Source: an optimization exercise on an open RTL-to-GDS flow (aim: small area, a short achievable clock period and few clock cycles per item). Production flows keep margins and buffers that such runs may drop.
Only simulation tests tie the RTL to the original design; equivalence was not proved.
No activity file was given, so power comes from the tool's default toggle rates.

**flow/config.mk**
```make
export PLATFORM = sky130hd
export DESIGN_NAME = hs1_codec
export DESIGN_NICKNAME = hs1_codec
export VERILOG_FILES = /design/flow/design.v
export SDC_FILE = /design/flow/constraint.sdc
export NUM_CORES = 4
export LEC_CHECK = 0
export CAP_MARGIN = 40
export CELL_PAD_IN_SITES_DETAIL_PLACEMENT = 2
export CELL_PAD_IN_SITES_GLOBAL_PLACEMENT = 2
export CORE_MARGIN = 2
export CORE_UTILIZATION = 20
export PLACE_DENSITY = 0.3
export SLEW_MARGIN = 20
```
**flow/constraint.sdc**
```tcl
create_clock -name core_clock -period 10.0 [get_ports {clk}]
set_input_delay 2.0000 -clock core_clock [delete_from_list [all_inputs] [get_ports {clk}]]
set_output_delay 2.0000 -clock core_clock [all_outputs]
set_load 0.01 [all_outputs]
```
**flow/design.v**
```verilog
module hs1_sha1 (
    input  wire [1:0]  ftype,     
    input  wire [31:0] a, b, c, d,
    input  wire [31:0] p0, p1,
    output wire [31:0] a1,        
    output wire [31:0] a2         
);
    function [31:0] ff;
        input [1:0]  sel;
        input [31:0] x, y, z;
        begin
            case (sel)
                2'd0:    ff = (x & y) | (~x & z);
                2'd2:    ff = (x & y) | (x & z) | (y & z);
                default: ff = x ^ y ^ z;
            endcase
        end
    endfunction
    wire [31:0] b1 = a;
    wire [31:0] c1 = {b[1:0], b[31:2]};
    wire [31:0] d1 = c;
    assign a1 = {a[26:0], a[31:27]} + ff(ftype, b, c, d) + p0;
    assign a2 = {a1[26:0], a1[31:27]} + ff(ftype, b1, c1, d1) + p1;
endmodule
module hs1_codec (
    input  wire        clk,
    input  wire        rst,
    input  wire        bus_valid,
    input  wire        bus_write,
    input  wire [11:0] bus_addr,
    input  wire [31:0] bus_wdata,
    output reg  [31:0] bus_rdata,
    output reg         bus_err,
    output wire        busy,
    output wire        irq
);
    localparam [31:0] ID_VALUE = 32'h48533101;
    localparam [3:0] OP_NOP = 4'h0, OP_CONF = 4'h1, OP_DEC = 4'h2,
                     OP_ENC = 4'h3, OP_REL  = 4'h4;
    localparam [1:0] ST_UNCONF = 2'b00, ST_KEYED = 2'b01, ST_RELEASED = 2'b10;
    localparam [3:0] E_OK = 4'd0, E_UNKNOWN_TYPE = 4'd1, E_BAD_MSG_LEN = 4'd2,
                     E_BAD_IV_LEN = 4'd3, E_BAD_PLAIN_LEN = 4'd4,
                     E_SIG_FAIL = 4'd5, E_NOT_CONF = 4'd6, E_BAD_KEY_LEN = 4'd7,
                     E_ILLEGAL = 4'd8;
    localparam [159:0] SHA1_IV = 160'h67452301_EFCDAB89_98BADCFE_10325476_C3D2E1F0;
    reg [511:0] enc_stage, int_stage;      
    reg [127:0] iv_buf;
    reg [511:0] data_in;
    reg [287:0] data_out;                  
    reg         dout_v;                    
    reg [31:0]  len_r;
    reg [1:0]   state;
    reg         busy_r;
    reg [2:0]   act_type;
    reg [3:0]   err_code, last_op;
    reg [5:0]   out_len;
    reg [2:0]   int_st, int_en;
    reg [3:0]   pend_op;
    reg [2:0]   pend_type;
    wire [7:0] in_len      = len_r[7:0];
    wire [7:0] iv_len      = len_r[15:8];
    wire [7:0] enc_key_len = len_r[23:16];
    wire [7:0] int_key_len = len_r[31:24];
    assign busy = busy_r;
    assign irq  = |(int_st & int_en);
    wire [11:0] off = bus_addr;
    wire aligned   = (off[1:0] == 2'b00);
    wire in_regs   = (off < 12'h018);
    wire in_keys   = (off >= 12'h100) && (off < 12'h180);
    wire in_iv     = (off >= 12'h180) && (off < 12'h190);
    wire in_din    = (off >= 12'h1C0) && (off < 12'h200);
    wire in_dout   = (off >= 12'h200) && (off < 12'h240);
    wire mapped    = aligned && (in_regs || in_keys || in_iv || in_din || in_dout);
    wire acc_wr    = bus_valid && bus_write && mapped;
    wire wr_int_st = acc_wr && (off == 12'h00C);
    wire wr_int_en = acc_wr && (off == 12'h010);
    wire wr_cmd    = acc_wr && (off == 12'h004);
    wire sreset    = wr_cmd && (bus_wdata == 32'h0000000F);
    wire gated     = acc_wr && !sreset &&
                     ((off == 12'h004) || (off == 12'h014) || in_keys || in_iv || in_din);
    wire dropped   = gated && busy_r;
    wire accept    = gated && !busy_r;
    wire wr_len    = accept && (off == 12'h014);
    wire wr_enc    = accept && (off >= 12'h100) && (off < 12'h140);
    wire wr_int    = accept && (off >= 12'h140) && (off < 12'h180);
    wire wr_iv     = accept && in_iv;
    wire wr_din    = accept && in_din;
    wire issue     = accept && (off == 12'h004);
    wire [3:0] cw_op   = bus_wdata[3:0];
    wire [2:0] cw_type = bus_wdata[6:4];
    wire cw_valid = (bus_wdata[31:7] == 25'd0) &&
                    ((cw_op == OP_CONF) ||
                     (((cw_op == OP_NOP) || (cw_op == OP_DEC) || (cw_op == OP_ENC) ||
                       (cw_op == OP_REL)) && (cw_type == 3'd0)));
    wire [2:0]  type_field  = (state == ST_KEYED) ? act_type : 3'd0;
    wire [31:0] status_word = {8'd0, 2'b00, out_len, last_op, err_code, 1'b0, type_field,
                               state, (state == ST_KEYED), busy_r};
    wire [31:0] dout_word = (off[5:2] < 4'd9) ? data_out[287 - 32*off[5:2] -: 32] : 32'd0;
    reg [31:0] rd_val;
    always @(*) begin
        rd_val = 32'd0;
        if (off[9]) begin
            rd_val = dout_word & {32{dout_v}};
        end else if (off[8]) begin
            if (off[7:6] == 2'b11)      rd_val = data_in[511 - 32*off[5:2] -: 32];
            else if (off[7:6] == 2'b10) rd_val = iv_buf[127 - 32*off[3:2] -: 32];
        end else begin
            case (off[4:2])
                3'd0: rd_val = ID_VALUE;
                3'd2: rd_val = status_word;
                3'd3: rd_val = {29'd0, int_st};
                3'd4: rd_val = {29'd0, int_en};
                3'd5: rd_val = len_r;
                default: rd_val = 32'd0;
            endcase
        end
    end
    always @(posedge clk) begin
        bus_rdata <= rd_val;
        bus_err   <= bus_valid && !mapped;
    end
    reg [7:0] msg_len, pay_len;
    always @(*) begin
        case (act_type)
            3'd0:    begin msg_len = 8'd36; pay_len = 8'd16; end
            3'd3:    begin msg_len = 8'd32; pay_len = 8'd12; end
            default: begin msg_len = 8'd28; pay_len = 8'd8;  end
        endcase
    end
    wire ty16 = (act_type == 3'd0);
    wire ty12 = (act_type == 3'd3);
    reg  [5:0]   cnt;
    reg  [2:0]   st;
    reg  [159:0] h0, h1, h2, h3;
    reg  [31:0]  a, b, c, d, e;
    reg  [31:0]  p0, p1;           
    reg  [511:0] win;              
    reg  [95:0]  dg;               
    reg  [127:0] xpad;             
    wire is_conf = (pend_op == OP_CONF);
    wire is_dec  = (pend_op == OP_DEC);
    wire setup   = (cnt == 6'd0);
    wire last    = (cnt == 6'd40);
    wire [159:0] h_load = is_conf ? SHA1_IV : h0;    
    wire [159:0] h_cur  = is_conf ? SHA1_IV : h3;    
    wire [31:0] da = h_cur[159:128] + a;
    wire [31:0] db = h_cur[127:96]  + b;
    wire [31:0] dc = h_cur[95:64]   + c;
    wire [31:0] dd = p1;
    wire [31:0] de = p0;
    function [31:0] dinw;
        input [3:0] i;
        dinw = data_in[511 - 32*i -: 32];
    endfunction
    function [31:0] ivw;
        input [1:0] i;
        ivw = iv_buf[127 - 32*i -: 32];
    endfunction
    wire [31:0] iv0 = is_dec ? dinw(0) : ivw(0);
    wire [31:0] iv1 = is_dec ? dinw(1) : ivw(1);
    wire [31:0] iv2 = is_dec ? dinw(2) : ivw(2);
    wire [31:0] iv3 = is_dec ? dinw(3) : ivw(3);
    wire [127:0] x_src    = is_dec ? data_in[383:256] : data_in[511:384];
    wire [127:0] xpad_new = x_src ^ {da, db, dc, dd};
    wire [31:0] pl0 = is_dec ? xpad_new[127:96] : dinw(0);
    wire [31:0] pl1 = is_dec ? xpad_new[95:64]  : dinw(1);
    wire [31:0] pl2 = is_dec ? xpad[63:32]      : dinw(2);
    wire [31:0] pl3 = is_dec ? xpad[31:0]       : dinw(3);
    wire [2:0]  kpair = cnt[2:0];
    wire [63:0] kpe = enc_stage[511 - 64*kpair -: 64];
    wire [63:0] kpi = int_stage[511 - 64*kpair -: 64];
    wire [63:0] kp  = st[1] ? kpi : kpe;
    wire [7:0]  klen = st[1] ? int_key_len : enc_key_len;
    reg  [63:0] kmask;
    integer j;
    always @(*) begin
        for (j = 0; j < 8; j = j + 1)
            kmask[63 - 8*j -: 8] = ({kpair, 3'b000} + j < klen) ? 8'hFF : 8'h00;
    end
    wire [63:0] kblk = (kp & kmask) ^ (st[0] ? {8{8'h5C}} : {8{8'h36}});
    reg [31:0] bw0, bw1;
    always @(*) begin
        bw0 = 32'd0;
        bw1 = 32'd0;
        if (is_conf) begin
            {bw0, bw1} = kblk;
        end else if (st[0]) begin
            case (cnt[2:0])
                3'd0: begin bw0 = da;        bw1 = db; end
                3'd1: begin bw0 = dg[95:64]; bw1 = dg[63:32]; end
                3'd2: begin bw0 = dg[31:0];  bw1 = 32'h80000000; end
                3'd7: bw1 = 32'd672;
                default: ;
            endcase
        end else if (!st[1]) begin
            case (cnt[2:0])
                3'd0: begin bw0 = iv0; bw1 = iv1; end
                3'd1: begin bw0 = iv2; bw1 = iv3; end
                3'd2: bw0 = 32'h80000000;
                3'd7: bw1 = 32'd640;
                default: ;
            endcase
        end else if (ty16) begin
            case (cnt[2:0])
                3'd0: begin bw0 = pl0; bw1 = pl1; end
                3'd1: begin bw0 = pl2; bw1 = pl3; end
                3'd2: begin bw0 = iv0; bw1 = iv1; end
                3'd3: begin bw0 = iv2; bw1 = iv3; end
                3'd4: bw0 = 32'h80000000;
                3'd7: bw1 = 32'd768;
                default: ;
            endcase
        end else if (ty12) begin
            case (cnt[2:0])
                3'd0: begin bw0 = pl0; bw1 = pl1; end
                3'd1: begin bw0 = pl2; bw1 = iv0; end
                3'd2: begin bw0 = iv1; bw1 = iv2; end
                3'd3: begin bw0 = iv3; bw1 = 32'h80000000; end
                3'd7: bw1 = 32'd736;
                default: ;
            endcase
        end else begin
            case (cnt[2:0])
                3'd0: begin bw0 = pl0; bw1 = pl1; end
                3'd1: begin bw0 = iv0; bw1 = iv1; end
                3'd2: begin bw0 = iv2; bw1 = iv3; end
                3'd3: bw0 = 32'h80000000;
                3'd7: bw1 = 32'd704;
                default: ;
            endcase
        end
    end
    wire [31:0] sx0 = win[13*32 +: 32] ^ win[8*32 +: 32] ^ win[2*32 +: 32] ^ win[0 +: 32];
    wire [31:0] sx1 = win[14*32 +: 32] ^ win[9*32 +: 32] ^ win[3*32 +: 32] ^ win[1*32 +: 32];
    wire [31:0] w0  = (cnt < 6'd8) ? bw0 : {sx0[30:0], sx0[31]};
    wire [31:0] w1  = (cnt < 6'd8) ? bw1 : {sx1[30:0], sx1[31]};
    reg [31:0] kc;
    always @(*) begin
        if (cnt < 6'd10)      kc = 32'h5A827999;
        else if (cnt < 6'd20) kc = 32'h6ED9EBA1;
        else if (cnt < 6'd30) kc = 32'h8F1BBCDC;
        else                  kc = 32'hCA62C1D6;
    end
    wire [31:0] pe0 = setup ? h_load[31:0]  : c;
    wire [31:0] pe1 = setup ? h_load[63:32] : {b[1:0], b[31:2]};
    wire [31:0] p0_next = pe0 + (last ? h_cur[31:0]  : kc) + (last ? 32'd0 : w0);
    wire [31:0] p1_next = pe1 + (last ? h_cur[63:32] : kc) + (last ? 32'd0 : w1);
    wire [1:0] ftype = (cnt <= 6'd10) ? 2'd0 : (cnt <= 6'd20) ? 2'd1 :
                       (cnt <= 6'd30) ? 2'd2 : 2'd1;
    wire [31:0] ra1, ra2;
    hs1_sha1 u_rounds (
        .ftype (ftype),
        .a (a), .b (b), .c (c), .d (d),
        .p0 (p0), .p1 (p1),
        .a1 (ra1), .a2 (ra2)
    );
    always @(posedge clk) begin
        win <= {w1, w0, win[511:64]};
        p0  <= p0_next;
        p1  <= p1_next;
        if (setup) begin
            {a, b, c, d, e} <= h_load;
            dg <= {dc, dd, de};
        end else begin
            a <= ra2;
            b <= ra1;
            c <= {a[1:0], a[31:2]};
            d <= {b[1:0], b[31:2]};
            e <= c;
        end
    end
    wire [31:0] tag_calc = da;
    reg  [31:0] tag_rx;
    reg  [287:0] dec_out, enc_out;
    always @(*) begin
        if (ty16) begin
            tag_rx  = dinw(8);
            dec_out = {xpad, 160'd0};
            enc_out = {iv_buf, xpad, tag_calc};
        end else if (ty12) begin
            tag_rx  = dinw(7);
            dec_out = {xpad[127:32], 192'd0};
            enc_out = {iv_buf, xpad[127:32], tag_calc, 32'd0};
        end else begin
            tag_rx  = dinw(6);
            dec_out = {xpad[127:64], 224'd0};
            enc_out = {iv_buf, xpad[127:64], tag_calc, 64'd0};
        end
    end
    wire tag_equal = (tag_calc == tag_rx);
    reg       cmpl;         
    reg [3:0] cmpl_code;
    reg       go;           
    reg       clr;          
    reg       rot;          
    reg       wr_out;       
    always @(*) begin
        cmpl      = 1'b0;
        cmpl_code = E_OK;
        go        = 1'b0;
        clr       = rst || sreset;
        wr_out    = 1'b0;
        if (busy_r && setup) begin
            if (st == 3'd0) begin
                case (pend_op)
                    OP_CONF: begin
                        if (pend_type > 3'd3) begin
                            cmpl = 1'b1; cmpl_code = E_UNKNOWN_TYPE;
                        end else if (enc_key_len > 8'd64 || int_key_len > 8'd64) begin
                            cmpl = 1'b1; cmpl_code = E_BAD_KEY_LEN;
                        end else go = 1'b1;
                    end
                    OP_DEC: begin
                        if (state != ST_KEYED) begin
                            cmpl = 1'b1; cmpl_code = E_NOT_CONF;
                        end else if (in_len != msg_len) begin
                            cmpl = 1'b1; cmpl_code = E_BAD_MSG_LEN;
                        end else go = 1'b1;
                    end
                    OP_ENC: begin
                        if (state != ST_KEYED) begin
                            cmpl = 1'b1; cmpl_code = E_NOT_CONF;
                        end else if (iv_len != 8'd16) begin
                            cmpl = 1'b1; cmpl_code = E_BAD_IV_LEN;
                        end else if (in_len != pay_len) begin
                            cmpl = 1'b1; cmpl_code = E_BAD_PLAIN_LEN;
                        end else go = 1'b1;
                    end
                    OP_REL: begin
                        cmpl = 1'b1;
                        clr  = 1'b1;
                    end
                    default: cmpl = 1'b1;    
                endcase
            end else if (st == 3'd4) begin
                cmpl = 1'b1;
                if (is_conf) begin
                end else if (is_dec) begin
                    if (tag_equal) wr_out = 1'b1;
                    else cmpl_code = E_SIG_FAIL;
                end else begin
                    wr_out = 1'b1;
                end
            end
        end
        rot = busy_r && setup && (is_conf ? (st != 3'd0) : (st == 3'd0 ? go : (st != 3'd4)));
    end
    always @(posedge clk) begin
        if (rot) begin
            h0 <= h1;
            h1 <= h2;
            h2 <= h3;
            h3 <= is_conf ? {da, db, dc, dd, de} : h0;
        end
        if (busy_r && setup && st == 3'd2)
            xpad <= xpad_new;
        if (wr_out)
            data_out <= is_dec ? dec_out : enc_out;
    end
    always @(posedge clk) begin
        if (clr) begin
            enc_stage <= 512'd0;
            int_stage <= 512'd0;
            iv_buf    <= 128'd0;
            data_in   <= 512'd0;
            len_r     <= 32'd0;
        end else begin
            if (wr_len) len_r <= bus_wdata;
            if (wr_enc) enc_stage[511 - 32*off[5:2] -: 32] <= bus_wdata;
            if (wr_int) int_stage[511 - 32*off[5:2] -: 32] <= bus_wdata;
            if (wr_iv)  iv_buf[127 - 32*off[3:2] -: 32]    <= bus_wdata;
            if (wr_din) data_in[511 - 32*off[5:2] -: 32]   <= bus_wdata;
        end
    end
    always @(posedge clk) begin
        if (rst || sreset) begin
            dout_v    <= 1'b0;
            state     <= ST_UNCONF;
            busy_r    <= 1'b0;
            act_type  <= 3'd0;
            err_code  <= 4'd0;
            last_op   <= 4'd0;
            out_len   <= 6'd0;
            int_st    <= 3'd0;
            int_en    <= 3'd0;
        end else begin
            if (wr_int_en) int_en <= bus_wdata[2:0];
            if (issue) begin
                last_op <= cw_op;
                if (cw_valid) begin
                    pend_op   <= cw_op;
                    pend_type <= cw_type;
                    busy_r    <= 1'b1;
                    cnt       <= 6'd0;
                    st        <= 3'd0;
                end
            end
            if (busy_r) begin
                if (setup) begin
                    if (!cmpl) cnt <= 6'd1;
                end else if (last) begin
                    cnt <= 6'd0;
                    st  <= st + 3'd1;
                end else begin
                    cnt <= cnt + 6'd1;
                end
            end
            if (busy_r && setup && st == 3'd0 && pend_op == OP_REL) begin
                dout_v   <= 1'b0;
                out_len  <= 6'd0;
                act_type <= 3'd0;
                state    <= ST_RELEASED;
            end
            if (busy_r && setup && st == 3'd4 && is_conf) begin
                act_type <= pend_type;
                state    <= ST_KEYED;
            end
            if (wr_out) begin
                dout_v  <= 1'b1;
                out_len <= is_dec ? pay_len[5:0] : msg_len[5:0];
            end
            if (cmpl) begin
                err_code <= cmpl_code;
                busy_r   <= 1'b0;
            end
            if (issue && !cw_valid)
                err_code <= E_ILLEGAL;
            int_st <= (int_st & ~(wr_int_st ? bus_wdata[2:0] : 3'd0))
                      | {dropped,
                         (cmpl && (cmpl_code != E_OK)) || (issue && !cw_valid),
                         cmpl || (issue && !cw_valid)};
        end
    end
endmodule
```
**flow/run.sh**
```bash
#!/bin/bash
# synth_recipe.tcl (not shown) runs the flow's synth.tcl, then flattens the netlist and writes it again
# the make line also repeats each setting of config.mk as NAME=value (left out here)
make -C /OpenROAD-flow-scripts/flow DESIGN_CONFIG=/design/flow/config.mk WORK_HOME=/design/flow/orfs CLKGATE_MAP_FILE= SYNTH_SCRIPT=/design/flow/synth_recipe.tcl finish
```
==> summary.txt <==
* Post-synthesis adder-cell area fraction at 4.14%
* Fin Setup TNS at 0 ps
* Worst Path Arrival at 10640 ps
* Highest routed layer: met5
* Initial Utilization at 20.1%
* Nets at 17826
* First-iteration detailed-routing DRC count at 14465
* Worst-case reg-to-reg path depth at 35
* CTS root buf: clkbuf_16
* CP most frequent cell: buf_4
* Syn_nets at 17323
* Status: timing/DRC/antenna clean
* IO Port Bufs at 82
* Initial antenna violation count at 215
* Mux contribution to synthesized area at 8.01%
* Synthesized area per cell at 9.90 um^2
* Drt pass-1 iters at 7
* Final hold vios at 0
* Final ANT Viol Nets at 0
* Slowest cell on the critical path: or4b_4
* Routability Congestion at 0.840
* First-pass GRT wire length at 1540000 um
* Top FF cell, synth: dfxtp_1
* Minimum clock period at 9630 ps
* Count of final max-slew check failures at 0
* Met3 wire len at 52000 um
* CTS Sinks at 3626
* Core ar. at 0.831 mm^2
* Setup CP Type: reg2reg
* CTS Buf Count at 483
* CP Max Fanout at 33
* CTS max path bufs at 4
* Avg WL per Cell at 40.6 um
* Pwr/cell area at 454 mW/mm^2
* Leakage power at 0.0727 uW
* Yosys warns at 2
* Synth Cell Area at 0.167 mm^2
* Final WL at 1170000 um
* Layout cell share with drive strength beyond 1 at 16.7%
* Placed inst area at 0.190 mm^2
* Max_cap viols at 0
* Setup crit end: p0[29]
* XOR/XNOR Fraction of Synth Area at 3.28%
* Die X at 917 um
* Synth Area in Compound Gates at 16.8%
* Largest family of logic cells by synthesized area: compound AO/OA/AOI/OAI gates
* Startpoint types: register
* CTS tree: built
* Residual DRC at 0
* Worst Setup End Kind: register
* Max Freq at 104 MHz
* Post-synthesis simple-gate area fraction at 13.0%
* Post-synthesis sequential area ratio at 50.6%
* Worst slew margin at 22.9%
* Critical Path Start: pend_op[1]
* Distinct cells, synth at 101
* FFs w/ async S/R, synth at 0%
* Row count at 335
* Design area at 0.207 mm^2
* Hpwl dp at 854000 um
* Mapped Cells at 16840
* DRT met1 WL at 574000 um
* H-tree levels at 5
* R2r startpoint: pend_op[1]
* Yosys reg bits at 3626
* Clock transition at path regs at 60 ps
* Critical Path RT at 11020 ps
* Largest stage delay on the critical path at 700 ps
* DR vias/cell at 5.09
* Power consumption at 93900 uW
* Die height at 917 um
* Number of synthesized flops with an enable pin at 1168
* FF-to-FF setup slack at 370 ps
* VDD IR max at 775 uV
* Placed Instances at 27959
* Hold Crit Class: reg2reg
* Post-synthesis to final-layout area growth at 24.1%
* Die ar. at 0.841 mm^2
* Fin cells at 28939
* Vias in the first global route at 151959
* Fin Clk Skew at 123 ps
* Worst-skew pair later-pin latency at 1140 ps
* Met2 wire length at 517000 um
* Grt total ovfl at 0
* Fillers at 91380
* R2r endpoint: p0[29]
* Least-Margin Pin Slew at 1160 ps
* I/O pin count at 83
* Vias at 147425
* Largest net degree at the start of global routing at 142
* Final period util at 96.3%
* GR Util All Layers at 27.0%
* Final setup fails at 0
==> routing by layer <==
layer / vias to the layer above / GRT usage, %
met1: 80472 / 40.0
met5: - / 0
met3: 952 / 2.65
met4: 12 / 6.32
met2: 4630 / 42.2
li1: 61359 / -
==> metrics by stage <==
step / util (%) / hold WS (ps) / worst slack, ps
2_1_floorplan: - / 310 / -3110
3_3_place_gp: 22.6 / 310 / -903
3_5_place_dp: 22.9 / 313 / -460
4_1_cts: 24.8 / 319 / 32.0
5_1_grt: 24.9 / 324 / -3.20
6_report: 24.9 / 319 / 372
==> final cells by class <==
cell class	instances	area [um^2]	share of cell area [%]
inverters	406	1540	0.744
flip-flops and latches	3626	84300	40.7
multi-input cells	11388	77000	37.2
diodes	60	150	0.0726
clock buffers	718	14200	6.85
repair buffers	1438	13500	6.55
well taps	11121	13900	6.73
clock inverters	182	2250	1.09
==> power breakdown <==
part | total (uW) | switching (uW) | internal (uW)
logic | 56400 | 33600 | 22800
registers | 19200 | 1640 | 17600
clock network | 18300 | 7720 | 10600
total | 93900 | 42900 | 51000
==> flip-flops by register name, summed over array words and instances, names as in the netlist, 128 cells and up <==
| name | count |
|---|---|
| data_in | 512 |
| data_out | 288 |
| enc_stage | 512 |
| h0 | 160 |
| h1 | 160 |
| h2 | 160 |
| h3 | 160 |
| int_stage | 512 |
| iv_buf | 128 |
| win | 512 |
| xpad | 128 |
==> cell usage in the layout (no fill, tap or decap), types with 378 or more instances in the layout <==
cell type | Yosys | routed
a32oi_1 | 378 | 378
nand2_1 | 2922 | 2891
xnor2_1 | 446 | 411
mux4_2 | 381 | 381
clkbuf_16 | 0 | 496
a22oi_1 | 585 | 585
buf_4 | 0 | 1143
dfxtp_1 | 2458 | 2456
inv_1 | 402 | 397
a21oi_1 | 1318 | 1305
nor2_1 | 1428 | 1368
o21ai_0 | 582 | 568
edfxtp_1 | 1168 | 1168
==> worst min path at each step <==
| stage | endpoint | slack, ps | from | cells past startpoint |
|---|---|---|---|---|
| global route | win[297] | 320 | win[361] | 0 |
| global placement | win[118] | 310 | win[182] | 0 |
| detailed placement | win[307] | 310 | win[371] | 0 |
| CTS | win[186] | 320 | win[250] | 0 |
| floorplan | win[100] | 310 | win[164] | 0 |
| finish | win[186] | 320 | win[250] | 0 |
==> cell families (layout without fill, tap and decap cells) <==
| group | count (synthesis) | after routing |
|---|---|---|
| XOR/XNOR | 616 | 616 |
| adder cells (fa/ha/maj) | 435 | 435 |
| multiplexers | 843 | 843 |
| flip-flops | 3626 | 3626 |
| other | 0 | 60 |
| AND/OR/NAND/NOR | 5243 | 5243 |
| AO/OA/AOI/OAI | 4251 | 4251 |
| buffers and inverters | 1826 | 2744 |
==> cell usage after synthesis (all sizes together) (26+ instances only) <==
master  count  area share [%]
nand2    2923             6.6
dfxtp    2458              30
nor2     1432             3.2
a21oi    1320             4.0
clkbuf   1188             2.7
edfxtp   1168              21
o21ai     590             1.8
a22oi     585             2.6
xnor2     446             2.3
inv       404            0.91
mux4      381             5.1
a32oi     378             2.0
mux2i     348             2.1
o22ai     267             1.0
ha        240             1.8
buf       232            0.61
fa        195             2.3
nand3     192            0.58
xor2      165            0.87
nor3      154            0.46
a22o      136            0.71
a21boi    134            0.60
a221oi    122            0.64
nor2b     118            0.44
mux2      114            0.77
nand2b    105            0.39
and2      104            0.39
a21o      103            0.47
a31oi      96            0.36
and3       66            0.25
o211ai     64            0.29
o21a       59            0.27
o221ai     57            0.30
a222oi     48            0.29
a211oi     47            0.22
o31ai      37            0.17
or3        37            0.14
o21bai     28            0.13
o22a       26            0.14
==> critical path, delay by kind of cell, from the launching register on <==
kind,cells,cell delay (ps)
AOI/OAI and AO/OA,13,3580
xor gates and xnor gates,2,420
and+or+nand+nor,9,2100
DFF,1,390
adders and majority gates,3,1280
buffers and inverters,8,1570
==> timing repair <==
item,CTS,global route
setup endpoints to repair,13,18
hold buffers,0,0
setup buffers,1,1
gates resized for setup,14,22
pin swaps,2,4
Testbench counts, summed over its fixed seeds: cycles 35,851, items 192.

-- afterwards: timing with drivers on the ports --
In the flow no input, the clock included, has a driving cell. The finished layout below was timed again as built, in two steps. Step 1 (the two cells are an assumption about what drives the block):
set clk [get_ports {clk}]
set_driving_cell -lib_cell sky130_fd_sc_hd__clkbuf_16 $clk
set_driving_cell -lib_cell sky130_fd_sc_hd__buf_2 [delete_from_list [all_inputs] $clk]
Step 2 adds t to the input delays and takes it off the output delays; t is the mean of the earliest and latest rising clock arrival at the registers after step 1. Input paths then give back, and output paths get back, about the clock's delay inside the block. Slacks: no drivers / after step 1 / after step 2; pairs: no drivers / after step 1.
shift t [ns]: 1.224
setup WS [ns]: 0.372 / 0.372 / 0.372
hold WS [ns]: 0.319 / 0.319 / 0.319
cell pins on the clock port's net: 1
After both steps this run still meets setup and hold. For this run, drivers alone change the setup slack by 0.000 ns; drivers and shift together by 0.000 ns.
